What follows belongs to an exercise in optimizing a design on an open flow for small area, a short achievable clock period and few clock cycles; a production flow would make more cautious choices. Only simulation tests tie the RTL to the original design; equivalence was not proved. Power is estimated from default activity; no workload was simulated.

==> job 3443 <==
// bl_engine
module bl_engine (
  input  wire        clk,
  input  wire        rst,
  input  wire        rx_valid,
  input  wire [7:0]  rx_data,
  input  wire        rx_err,
  output wire        rx_ready,
  output wire        tx_valid,
  output wire [7:0]  tx_data,
  input  wire        tx_ready,
  output wire        op_valid,
  output wire [3:0]  op_cmd,
  output wire [31:0] op_addr,
  output wire [15:0] op_wdata,
  input  wire        op_ready,
  input  wire        op_ok,
  input  wire [31:0] op_rdata,
  input  wire        rdp_level,
  output wire        exited
);
  localparam [7:0] ACK  = 8'hCD;
  localparam [7:0] NACK = 8'hAB;
  localparam [3:0] OP_FLASH_UNLOCK = 4'd0;
  localparam [3:0] OP_FLASH_LOCK   = 4'd1;
  localparam [3:0] OP_OPT_UNLOCK   = 4'd2;
  localparam [3:0] OP_OPT_LOCK     = 4'd3;
  localparam [3:0] OP_PAGE_ERASE   = 4'd4;
  localparam [3:0] OP_MASS_ERASE   = 4'd5;
  localparam [3:0] OP_PROG_HALF    = 4'd6;
  localparam [3:0] OP_OPT_PROG_RDP = 4'd7;
  localparam [3:0] OP_OPT_LAUNCH   = 4'd8;
  localparam [3:0] OP_MEM_READ     = 4'd9;
  localparam [3:0] OP_SET_MSP      = 4'd10;
  localparam [3:0] OP_DEINIT       = 4'd11;
  localparam [3:0] OP_CALL         = 4'd12;
  localparam integer RL = 89;    
  localparam integer FB = 5;     
  function [31:0] crc_byte;
    input [31:0] c;
    input [7:0]  b;
    integer i;
    reg [31:0] x;
    begin
      x = c ^ {24'd0, b};
      for (i = 0; i < 32; i = i + 1)
        x = x[31] ? ((x << 1) ^ 32'h04C1_1DB7) : (x << 1);
  ...
==> flow/config.mk <==
export PLATFORM = sky130hd
export DESIGN_NAME = bl_engine
export DESIGN_NICKNAME = bl_engine
export VERILOG_FILES = /design/flow/design.v
export SDC_FILE = /design/flow/constraint.sdc
export NUM_CORES = 4
export LEC_CHECK = 0
export CAP_MARGIN = 20
export CORE_MARGIN = 2
export CORE_UTILIZATION = 40
export PLACE_DENSITY = 0.6
export SLEW_MARGIN = 20
==> flow/constraint.sdc <==
create_clock -name core_clock -period 10.0 [get_ports {clk}]
set_input_delay 2.0000 -clock core_clock [delete_from_list [all_inputs] [get_ports {clk}]]
set_output_delay 2.0000 -clock core_clock [all_outputs]
set_load 0.01 [all_outputs]
standard.sh (not shown) runs the stock make flow with config.mk's settings and CLKGATE_MAP_FILE= SYNTH_SCRIPT=/design/flow/synth_recipe.tcl, a recipe that flattens the netlist after the stock synthesis.
==> flow/flow/run.sh <==
#!/bin/bash
# The standard layout, with buf_2 port buffers, timing repair aimed at a
# tighter setup target and CTS without dummy loads and with larger sink
# clusters; each ORFS step logs under
# orfs/logs/, the make output goes to standard.log.
cd "$(dirname "$0")/.."
bash standard.sh BUFFER_PORTS_ARGS="-buffer_cell sky130_fd_sc_hd__buf_2" SETUP_SLACK_MARGIN=7.0 \
  CTS_ARGS="-sink_clustering_enable -repair_clock_nets -dont_use_dummy_load -sink_clustering_size 27 -sink_clustering_max_diameter 90" finish > standard.log 2>&1
==> job 8429: changes against job 3443 <==
--- a/flow/design.v
+++ b/flow/design.v
@@ -355,13 +355,13 @@
         len_q <= bd;
         wsh   <= (cnt - 8'd4 == bd) && (cnt >= 8'd4);    
       end
       if (b_dat && !b_odd)
         lo_q <= bd;
     end
-    if (rxon && first_q && !bv) begin
+    if (rst || (bv && b_last)) begin
       crc <= 32'hFFFF_FFFF;
       m   <= 1'b1;
     end else if (bv) begin
       if (b_trl) begin
         crc <= {8'd0, crc[31:8]};
         m   <= m & (bd == crc[7:0]);
==> flow/flow/run.sh (replaced) <==
#!/bin/bash
# The standard layout, with buf_2 port buffers, timing repair aimed at a
# tighter setup target and CTS without dummy loads; each ORFS step logs under
# orfs/logs/, the make output goes to standard.log.
cd "$(dirname "$0")/.."
bash standard.sh BUFFER_PORTS_ARGS="-buffer_cell sky130_fd_sc_hd__buf_2" SETUP_SLACK_MARGIN=6.8 \
  CTS_ARGS="-sink_clustering_enable -repair_clock_nets -dont_use_dummy_load -sink_clustering_size 24 -sink_clustering_max_diameter 80" finish > standard.log 2>&1
==> qor summary <==
quantity                                                                           job 8429                 job 3443
GRT Overall Usage                                                                     15.5%                    15.9%
Compound-gate portion of the synthesized area                                         6.67%                    6.34%
Clock skew after layout                                                              103 ps                  82.8 ps
Run status                                                          complete, no violations  complete, no violations
Post-Synth Adder-Cell Area                                                            1.18%                    1.16%
Leakage component of the power                                                      19.8 nW                  19.9 nW
HPWL after detailed placement                                                      59200 um                 60500 um
Fillers                                                                               10.4k                    10.4k
Clock latency of the later-clocked register in the worst-skew pair                   690 ps                   660 ps
Maximum number of pins on one net before global-route repair                             51                       34
Minimum setup slack after placement                                                 5790 ps                  5820 ps
Distinct cell type count of the synthesized netlist                                      93                       72
Clock network area share                                                              4.16%                    3.67%
Proportion of cell area occupied by registers                                         69.4%                    69.2%
Part of the total power dissipated in combinational logic                             10.7%                    18.7%
Number of buffers inserted during clock tree synthesis                                   86                       76
Non-clock inverter instance count of the final layout                                    54                       53
Fraction of layout cells with a size suffix above 1                                   12.6%                    12.5%
Mux contribution to synthesized area                                                  1.91%                    2.03%
Arrival time of data at the critical path endpoint                                  1210 ps                  1170 ps
Placement-stage cell area                                                        0.0488 mm2               0.0487 mm2
First-pass GRT wire length                                                        142000 um                142000 um
Testbench counts of job 3443, summed over its fixed seeds: cycles 52,366.
Testbench counts of job 8429, summed over its fixed seeds: cycles 52,366.

static timing again, ports no longer ideal:
Ports are ideal in the flow. The routed layouts listed here were re-timed in OpenROAD. Step 1: set_driving_cell puts a clkbuf_16 on clk and a buf_2 on each other input, an assumption about the parent block. Step 2 adds t to the input delays and takes it off the output delays; t is the mean of the earliest and latest rising clock arrival at the registers after step 1. Input paths then give back, and output paths get back, about the clock's delay inside the block. Three values: no drivers, after step 1, after step 2; two values: the first two.
| run | t (ns) | setup slack, ns | hold slack, ns | clock arrival spread, ns | cell pins on the clock port's net |
|---|---|---|---|---|---|
| job 3443 | 0.690 | 6.829 / 6.764 / 6.301 | 0.269 / 0.269 / 0.269 | 0.103 / 0.103 | 1 |
| job 8429 | 0.713 | 6.787 / 6.713 / 6.161 | 0.289 / 0.289 / 0.289 | 0.110 / 0.111 | 1 |
After both steps every run listed still meets setup and hold. For job 8429, which loses most, drivers alone change the setup slack by -0.074 ns; drivers and shift together by -0.626 ns.
